What follows belongs to an exercise in optimizing a design on an open flow for small area, a short achievable clock period and few clock cycles per item; a production flow would make more cautious choices. RTL that was checked went through simulation tests only; none was proved equivalent to the original. Only the layout flow was run in run 2; the RTL was not checked for function there.

## design/flow/config.mk

```make
export PLATFORM = sky130hd
export DESIGN_NAME = bsm_xfade
export DESIGN_NICKNAME = bsm_xfade
export VERILOG_FILES = /design/flow/design.v
export SDC_FILE = /design/flow/constraint.sdc
export NUM_CORES = 4
export LEC_CHECK = 0
export CAP_MARGIN = 20
export CORE_MARGIN = 2
export CORE_UTILIZATION = 40
export PLACE_DENSITY = 0.6
export SLEW_MARGIN = 20
```

## design/flow/constraint.sdc

```tcl
create_clock -name core_clock -period 10.0 [get_ports {clk}]
set_input_delay 2.0000 -clock core_clock [delete_from_list [all_inputs] [get_ports {clk}]]
set_output_delay 2.0000 -clock core_clock [all_outputs]
set_load 0.01 [all_outputs]
```

## design/flow/design.v

```verilog
module bsm_xfade (
    input  wire        clk,
    input  wire        rst,
    input  wire        cmd_valid,
    output wire        cmd_ready,
    input  wire [11:0] cmd_len,
    input  wire        in_valid,
    output wire        in_ready,
    input  wire [15:0] in_dst,
    input  wire [15:0] in_src,
    output wire        out_valid,
    input  wire        out_ready,
    output wire [15:0] out_data
);
    localparam S_IDLE = 2'd0;
    localparam S_LOAD = 2'd1;
    localparam S_DIV  = 2'd2;
    localparam S_OUT  = 2'd3;
    reg [1:0]  state;
    reg [10:0] len_m1;    
    reg [10:0] idx;       
    reg        neg;       
    reg [25:0] rem;       
    reg [26:0] dsh;       
    reg [15:0] quot;      
    reg [3:0]  cnt;       
    assign cmd_ready = (state == S_IDLE);
    assign in_ready  = (state == S_LOAD);
    assign out_valid = (state == S_OUT);
    assign out_data  = neg ? (16'd0 - quot) : quot;
    wire [10:0]        w_src = len_m1 - idx;
    wire signed [27:0] p_src = $signed({1'b0, w_src}) * $signed(in_src);
    wire signed [27:0] p_dst = $signed({1'b0, idx}) * $signed(in_dst);
    wire signed [27:0] num   = p_src + p_dst;
    wire [27:0]        mag   = num[27] ? (28'd0 - num) : num;
    wire        fits    = ({1'b0, rem} >= dsh);
    wire [26:0] rem_sub = {1'b0, rem} - dsh;
    always @(posedge clk) begin
        if (rst) begin
            state <= S_IDLE;
        end else begin
            case (state)
                S_IDLE: begin
                    if (cmd_valid && cmd_len != 12'd0) begin
                        len_m1 <= cmd_len[10:0] - 11'd1;
                        idx    <= 11'd0;
                        state  <= S_LOAD;
                    end
                end
                S_LOAD: begin
                    if (in_valid) begin
                        if (len_m1 == 11'd0) begin
                            neg   <= 1'b0;
                            quot  <= in_src;
                            state <= S_OUT;
                        end else begin
                            neg   <= num[27];
                            rem   <= mag[25:0];
                            dsh   <= {1'b0, len_m1, 15'd0};
                            quot  <= 16'd0;
                            cnt   <= 4'd15;
                            state <= S_DIV;
                        end
                    end
                end
                S_DIV: begin
                    if (fits)
                        rem <= rem_sub[25:0];
                    quot <= {quot[14:0], fits};
                    dsh  <= {1'b0, dsh[26:1]};
                    cnt  <= cnt - 4'd1;
                    if (cnt == 4'd0)
                        state <= S_OUT;
                end
                S_OUT: begin
                    if (out_ready) begin
                        if (idx == len_m1) begin
                            state <= S_IDLE;
                        end else begin
                            idx   <= idx + 11'd1;
                            state <= S_LOAD;
                        end
                    end
                end
            endcase
        end
    end
endmodule
```

## design/flow/run.sh

```bash
#!/bin/bash
# synth_recipe.tcl (not shown) runs the flow's synth.tcl, then flattens the netlist and writes it again
# the make line also repeats each setting of config.mk as NAME=value (left out here)
make -C /OpenROAD-flow-scripts/flow DESIGN_CONFIG=/design/flow/config.mk WORK_HOME=/design/flow/orfs CLKGATE_MAP_FILE= SYNTH_SCRIPT=/design/flow/synth_recipe.tcl finish
```

==> out/results.ini, run 1 <==
[run_status]
status = complete, no violations

[global_routing]
grt_max_degree = 89
grt_pass1_wl_mm = 83.8
grt.overflow.total = 0
antenna_found_initial = 0
grt_pass1_vias = 15900
track_usage_pct = 19.9

[critical_path]
rrSetupSlack_ps = 530
required_ps = 10130
path_class = input pin to flip-flop
startpoint_type = input pin
end_kind = flip-flop
reg2reg_depth = 34
r2r_start = len_m1[0]
timing.rr.end = rem[24]
critPathArrivalTime_ps = 9650
path_max_fanout = 17

[worst_hold_path]
hold_path_end = state[0]
hold_start = state[0]
hold_class = flip-flop to flip-flop
hold_path_depth = 2

[clocking]
cts_setup_buffers = 0
clockBufferDepth = 2
ctsHoldBuffers = 0
ctsResizeCount = 0
cts.sinks = 97
clk_pin_slew_ps = 80
clk_latency_ps = 380
cts_tree = done
cts_root_buf = clkbuf_16
numCtsBuffers = 9
htreeDepth = 3

[detailed_routing]
routed_wl_mm = 50.8
drt-initial-drc-count = 671
via_per_inst = 5.06
num_vias = 15100
drc_errors = 0
ant_nets = 0
first_pass_iters = 5
wl_per_cell_um = 17.0

[final_layout]
nNetsFinal = 2866
area_delta_synth_final_pct = 9.90
final_common_cell = inv_1
mostFrequentLayoutCells = 499 x inv_1, 370 x fa_1, 243 x and2_1
drive_gt1_share_pct = 5.65
post_layout_nonfiller_instances = 2980
diodes = 0
stdcell_area_um2 = 22800

[synthesis]
ys_seq_area_share_pct = 14.0
synthTopCellsByArea = fa_1 36%, edfxtp_1 14%, ha_1 9.2%
netlist-cell-type-count = 81
async_flop_share_pct = 0
ys_ff_latch = 97
synth_edf_count = 95
synthCells = 2241
ys.warnings.count = 1
syn_area_per_cell_um2 = 9.25
yosysTopAreaCell = fa_1
synthFlopType = edfxtp_1
synth_top_area_share_pct = 35.7
netlist_area_um2 = 20700
synthesis.nets = 2812

[placed_design]
gp_congestion = 0.842
placed_area_um2 = 22500
place_hpwl_mm = 43.6
dp_cells = 2964
io_buffers = 67

[sta]
fin_crit_ps = 9520
slew_headroom_pct = 41.4
final.period_utilization_pct = 95.2
tightestPinTransition_ps = 875
hold_viol = 0
rsz0062_at_grt = false
finClkSkew_ps = 17.8
slew_viol_final = 0
fin_setup_tns_ps = 0
timing.fmax_ghz = 0.105
setup_viol = 0

[floorplan]
io-pin-count = 68
dieArea_um2 = 53700
chipWidth_um = 232
fp-row-count = 83
core_area_um2 = 51300
die_h_um = 232
start_util_pct = 40.4

[run]
cap_violations = 0

-- state kept, by name, indices dropped and copies added, names as in the netlist --
signal  flops
cnt         4
state       2
len_m1     11
idx        11
rem        26
dsh        26
quot       16
neg         1
-- metrics by stage --
| stage | utilization [%] | setup slack [ps] | hold WS (ps) |
|---|---|---|---|
| 5_1_grt | 44.4 | 57.0 | 597 |
| 3_3_place_gp | 43.8 | 218 | 531 |
| 3_5_place_dp | 43.8 | 111 | 542 |
| 6_report | 44.4 | 477 | 553 |
| 4_1_cts | 44.4 | 506 | 555 |
| 2_1_floorplan | - | 635 | 505 |
-- worst max-delay path, cell delays in order --
cell             delay (ps)
clkdlybuf4s50_1         720
nand2_1                 140
fa_1                    550
inv_1                    50
fa_1                    500
inv_1                    50
fa_1                    480
inv_1                    60
fa_1                    510
fa_1                    520
fa_1                    580
inv_1                    70
fa_1                    530
inv_1                    40
ha_1                    290
a2111o_1                500
o21ai_1                 270
a211oi_2                130
o21ai_1                 260
o21ai_2                 150
xnor2_2                 660
buf_4                   250
a21oi_1                  70
o31a_1                  260
-- logic make-up after synthesis --
| family | after synthesis | share of synthesized area [%] |
|---|---|---|
| flip-flops | 97 | 14.0 |
| multiplexers | 12 | 0.634 |
| AO/OA/AOI/OAI | 242 | 8.17 |
| AND/OR/NAND/NOR | 685 | 17.5 |
| XOR/XNOR | 91 | 3.97 |
| adder cells (fa/ha/maj) | 522 | 44.9 |
| buffers and inverters | 592 | 10.8 |
-- worst max-delay path by stage --
stage,start,end,slack (ps),cells past startpoint
2_1_floorplan,idx[1],rem[25],630,36
3_3_place_gp,in_src[5],rem[24],220,23
3_5_place_dp,in_dst[5],rem[6],110,24
4_1_cts,len_m1[0],rem[25],510,34
5_1_grt,len_m1[1],rem[25],60,33
6_report,in_dst[5],rem[6],480,24
-- layout make-up --
type | instances | area (um^2)
clock buffers | 9 | 225
clock inverters | 7 | 82.6
fillers | 5025 | 28500
inverters | 499 | 1870
multi-input cells | 1552 | 15700
flip-flops and latches | 97 | 2890
well taps | 680 | 851
repair buffers | 136 | 1200
-- cells in the mapped netlist (all sizes together) (5+ instances only) --
cell / n
a211o: 6
a211oi: 11
a21o: 25
a21oi: 44
a221o: 5
a31oi: 8
and2: 244
and3: 7
buf: 10
clkbuf: 83
edfxtp: 95
fa: 370
ha: 152
inv: 499
mux2: 9
nand2: 195
nand2b: 18
nand3: 15
nand4: 11
nor2: 73
nor2b: 26
nor3: 27
nor3b: 9
nor4: 13
o211ai: 19
o21a: 18
o21ai: 55
o311ai: 5
o31ai: 9
or2: 7
or3: 15
or4: 6
xnor2: 66
xor2: 25
-- metal layers --
| metal | GRT usage [%] | vias to the layer above | share of wire [%] | wire [um] |
|---|---|---|---|---|
| li1 | - | 7075 | - | - |
| met1 | 26.0 | 7626 | 42 | 21400 |
| met2 | 34.7 | 326 | 51 | 25900 |
| met3 | 2.12 | 64 | 4.1 | 2070 |
| met4 | 6.33 | 0 | 2.9 | 1450 |
| met5 | 0 | - | 0 | 0 |
Testbench counts, summed over its fixed seeds: cycles 689,406, items 38,279.
==> run 2, diff against run 1 <==
==> design/flow/design.v (replaced) <==
module bsm_xfade (
    input  wire        clk,
    input  wire        rst,
    input  wire        cmd_valid,
    output wire        cmd_ready,
    input  wire [11:0] cmd_len,
    input  wire        in_valid,
    output wire        in_ready,
    input  wire [15:0] in_dst,
    input  wire [15:0] in_src,
    output wire        out_valid,
    input  wire        out_ready,
    output wire [15:0] out_data
);
    localparam K   = 3;               
    localparam NC  = (29 + K - 1) / K;  
    localparam P0  = K * NC - 1;      
    reg        active;    
    reg [11:0] left;      
    reg        first;     
    reg        rdy_r;     
    reg [1:0]  nf;        
    reg        v1;        
    reg [10:0] dv;        
    reg [10:0] drem;      
    reg [28:0] q;         
    reg [3:0]  dcnt;      
    wire       qdone = (dcnt == 4'd0);
    reg [27:0] x;         
    reg [10:0] r;         
    reg [15:0] d1, s1;
    wire cmd_fire = cmd_valid && !active;
    wire in_fire  = in_valid && rdy_r;
    wire pop      = out_ready && (nf != 2'd0);
    assign cmd_ready = !active;
    assign in_ready  = rdy_r;
    reg [10:0] dr [0:K];
    reg [K-1:0] qb;
    reg [11:0] t;
    integer j;
    always @* begin
        dr[0] = drem;
        for (j = 0; j < K; j = j + 1) begin
            t = {dr[j], (dcnt == NC[3:0]) && (K*0 + j == P0 - 28)};
            if (t >= {1'b0, dv}) begin
                qb[K-1-j] = 1'b1;
                dr[j+1]   = t[10:0] - dv;
            end else begin
                qb[K-1-j] = 1'b0;
                dr[j+1]   = t[10:0];
            end
        end
    end
    wire [11:0] rs   = {1'b0, r} + {1'b0, drem};
    wire        rc   = (rs >= {1'b0, dv});
    wire [11:0] rn   = rc ? rs - {1'b0, dv} : rs;
    wire [29:0] xs   = {2'b0, x} + {1'b0, q} + {29'd0, rc};
    wire [27:0] xn   = (xs[29:28] != 2'b00) ? 28'hfffffff : xs[27:0];
    wire signed [16:0] dl = $signed({d1[15], d1}) - $signed({s1[15], s1});
    wire signed [46:0] pr = dl * $signed({1'b0, x});
    wire [46:0] y = pr + {{3{s1[15]}}, s1, 28'd0} + 47'd65536;
    wire [15:0] hi = y[43:28];
    wire        zi = (y[27:17] == 11'd0);
    wire [15:0] res = hi + {15'd0, hi[15] & ~zi};
    reg [15:0] e0, e1, e2;
    assign out_valid = (nf != 2'd0);
    assign out_data  = e0;
    wire [1:0] nf_pop = nf - {1'b0, pop};
    wire [1:0] nf_nx  = nf_pop + {1'b0, v1};
    always @(posedge clk) begin
        if (pop) begin
            e0 <= e1;
            e1 <= e2;
        end
        if (v1) begin
            case (nf_pop)
                2'd0: e0 <= res;
                2'd1: e1 <= res;
                default: e2 <= res;
            endcase
        end
        d1 <= in_dst;
        s1 <= in_src;
        if (dcnt != 4'd0) begin
            dcnt <= dcnt - 4'd1;
            drem <= dr[K];
            q    <= {q[28-K:0], qb};
        end
        if (cmd_fire) begin
            dv   <= cmd_len[10:0] - 11'd1;
            drem <= 11'd0;
            q    <= 29'd0;
            dcnt <= NC[3:0];
        end
        if (in_fire) begin
            if (first) begin
                x <= 28'd0;
                r <= 11'd0;
            end else begin
                x <= xn;
                r <= rn[10:0];
            end
        end
        if (rst) begin
            active <= 1'b0;
            left   <= 12'd0;
            first  <= 1'b0;
            rdy_r  <= 1'b0;
            nf     <= 2'd0;
            v1     <= 1'b0;
            dcnt   <= 4'd0;
        end else begin
            nf <= nf_nx;
            v1 <= in_fire;
            if (cmd_fire) begin
                active <= (cmd_len != 12'd0);
                left   <= cmd_len;
                first  <= 1'b1;
                rdy_r  <= (cmd_len != 12'd0) && ({1'b0, nf_nx} < 3'd3);
            end else begin
                if (in_fire) begin
                    left   <= left - 12'd1;
                    first  <= 1'b0;
                    active <= (left != 12'd1);
                end
                rdy_r <= active && !(in_fire && left == 12'd1)
                         && ((first && !in_fire) || (dcnt == 4'd0) || (dcnt == 4'd1))
                         && ({1'b0, nf_nx} + {2'b0, in_fire} < 3'd3);
            end
        end
    end
endmodule
==> run 2 against run 1 <==
Compared with the run above:
- the layout now fails its checks (setup timing)
- critical endpoint is now e1[15]
- clock skew fell by 3.7 ps
- routed wire length rose by 36%
- synthesized cell count rose by 42%
- final cell count rose by 45%
==> out/results.ini, run 2 <==
[floorplan]
die_h_um = 268  ; +15%
start_util_pct = 40.4  ; about the same
io-pin-count = 68  ; unchanged
chipWidth_um = 268  ; +15%
fp-row-count = 96  ; +16%
core_area_um2 = 68700  ; +34%
dieArea_um2 = 71600  ; +33%

[clocking]
clk_pin_slew_ps = 80  ; about the same
clk_latency_ps = 470  ; +90 ps
numCtsBuffers = 17  ; +8
htreeDepth = 4  ; +1
clockBufferDepth = 2  ; unchanged
ctsHoldBuffers = 0  ; unchanged
cts.sinks = 192  ; +98%
cts_tree = done
cts_root_buf = clkbuf_16

[worst_hold_path]
hold_start = q[27]
hold_path_depth = 2  ; unchanged
hold_class = flip-flop to flip-flop
hold_path_end = q[27]

[synthesis]
yosysTopAreaCell = fa_1
synth_edf_count = 66  ; -31%
syn_area_per_cell_um2 = 8.74  ; -5.5%
synthMostInstantiatedCell = inv_1
synth_top_area_share_pct = 29.6  ; -6.1 points
synthFlopType = dfxtp_1
synthCells = 3179  ; +42%
synthTopCellsByArea = fa_1 30%, ha_1 12%, dfxtp_1 9.1%
ys.warnings.count = 2  ; +1
synth_common_cells = 578 x inv_1, 463 x nand2_1, 411 x fa_1
synthesis.nets = 3904  ; +39%
async_flop_share_pct = 0  ; unchanged
netlist-cell-type-count = 89  ; +9.9%
ys_seq_area_share_pct = 16.2  ; +2.3 points
ys_ff_latch = 192  ; +98%
netlist_area_um2 = 27800  ; +34%

[critical_path]
timing.rr.end = e1[15]
path_max_fanout = 3  ; -14
max_stage_delay_ps = 550  ; -170 ps
r2r_start = s1[1]
critPathArrivalTime_ps = 10610  ; +960 ps
cp_slowest_cell = fa_1
startpoint_type = flip-flop
rrSetupSlack_ps = -210  ; -740 ps
reg2reg_depth = 56  ; +65%
path_class = flip-flop to flip-flop
required_ps = 10400  ; +270 ps
end_kind = flip-flop
crit_top_cell = buf_4

[sta]
rsz0062_at_grt = true
fin_hold_ws_ps = 476  ; -77.4 ps
fin_crit_ps = 10210  ; +687 ps
setup_ws_ps = -210  ; -687 ps
tightestPinTransition_ps = 1010  ; +133 ps
final.period_utilization_pct = 102  ; +6.9 points
hold_viol = 0  ; unchanged
slew_viol_final = 0  ; unchanged
timing.fmax_ghz = 0.0979  ; -6.7%
setup_viol = 3  ; +3
slew_headroom_pct = 32.6  ; -8.8 points
finClkSkew_ps = 14.2  ; -3.65 ps

[final_layout]
drive_gt1_share_pct = 14.1  ; +8.4 points
area_delta_synth_final_pct = 17.8
post_layout_nonfiller_instances = 4333  ; +45%
multi_input_area_um2 = 21500  ; +37%
post-route-util_pct = 47.6  ; +3.2 points
fillerInstances = 6640  ; +32%
largest_reg_flops = 29
reg.largest.list = q: 29 flops, x: 28 flops
register_area_um2 = 4510  ; +56%
top_register = q
mostFrequentLayoutCells = 555 x inv_1, 450 x nand2_1, 393 x fa_1
nNetsFinal = 4113  ; +44%
final_common_cell = inv_1

[detailed_routing]
first_pass_iters = 6  ; +1
routed_wl_mm = 68.8  ; +36%
num_vias = 21800  ; +44%
via_per_inst = 5.03  ; -0.66%
drt-initial-drc-count = 1334  ; +99%
ant_nets = 0  ; unchanged
drc_errors = 0  ; unchanged
wl_per_cell_um = 15.9  ; -6.8%

[global_routing]
track_usage_pct = 20.1  ; +0.15 points
grt_max_degree = 52  ; -42%
grt_pass1_wl_mm = 114  ; +36%
antenna_found_initial = 3  ; +3
grt_pass1_vias = 22000  ; +38%
grt.overflow.total = 0  ; unchanged

[placed_design]
gp_congestion = 0.856  ; +1.6%
place_ws_ps = -508  ; -619 ps
io_buffers = 67  ; unchanged
place_hpwl_mm = 53.7  ; +23%
dp_cells = 4212  ; +42%

[run_status]
so_faults = setup timing
status = complete, but fails checks

[run]
cap_violations = 0  ; unchanged

## run 2: how the worst max path moves through the flow
stage | startpoint | to | slack, ps | depth (start not counted)
2_1_floorplan | s1[1] | e0[15] | 6 | 45
3_3_place_gp | s1[1] | e0[15] | -240 | 45
3_5_place_dp | s1[1] | e0[15] | -510 | 45
4_1_cts | s1[1] | e2[15] | -120 | 50
5_1_grt | s1[1] | e1[15] | -600 | 46
6_report | s1[1] | e1[15] | -210 | 56
## run 2: logic make-up (layout without fill, tap and decap cells)
logic type | count (synthesis) | after routing | synth area share [%]
DFF | 192 | 192 | 16.2
other | 0 | 1 | 0
and+or+nand+nor | 956 | 956 | 16.2
muxes | 43 | 43 | 1.63
adders and majority gates | 676 | 676 | 41.6
xor gates and xnor gates | 114 | 114 | 3.72
buffers and inverters | 697 | 919 | 9.52
AOI/OAI and AO/OA | 501 | 501 | 11.2
## run 2: per-layer routing
layer  part of all wire (%)  vias up  routed length [um]  track usage (%)
met5                      0        -                   0                0
met2                     47      467               32000             33.0
met1                     47    10700               32000             28.1
met4                    2.4        0                1680             5.65
li1                       -    10600                   -                -
met3                    4.5       74                3090             2.06
## run 2: final cells by class
type / count / share of cell area [%]
Timing Repair Buffer: 308 / 8.52
Clock inverter: 13 / 0.432
Sequential cell: 192 / 13.8
Inverter: 579 / 6.64
Clock buffer: 19 / 1.39
Multi-Input combinational cell: 2290 / 65.7
Antenna cell: 1 / 0.00765
Tap cell: 931 / 3.56
## run 2: per-stage QoR
step / setup TNS [ps] / area, um^2
after floorplan: 0 / 27800
after global placement: -703 / 30600
after detailed placement: -2260 / 30600
after CTS: -328 / 32100
after global routing: -4710 / 32700
final: -506 / 32700
## run 2: what timing repair did
action | CTS | global route
cloned | 4 | 1
gates resized for setup | 84 | 110
pin swaps | 52 | 60
buffers inserted | 62 | 24
setup endpoints to repair | 21 | 39
## run 2: worst max-delay path, delay by kind of cell, from the launching register on
kind,cells,cell delay (ps)
compound gates,13,2650
xor+xnor,1,160
fa+ha+maj,7,2760
buf+inv,31,3490
flops,1,340
simple gates,4,700

separate check: timing with driven ports:
The results above use ideal ports. As a check the final layouts listed here were re-extracted and re-timed, cells and wires unchanged. Step 1 assumes that a clkbuf_16 drives the clock port and a buf_2 every other input. Step 2 also shifts input and output timing later by t, the mid clock arrival at the registers, as if the neighbouring blocks saw the same clock. a / b / c = ideal ports / drivers / drivers and shift; a / b = the first two.
run	t, ns	slack for setup (ns)	pins driven straight from the clock port
run 1	0.426	0.477 / 0.508 / 0.082	1
run 2	0.521	-0.210 / -0.210 / -0.210	1
The setup slack of run 1, which loses most, moves by +0.031 ns with the drivers and by -0.395 ns with both steps.
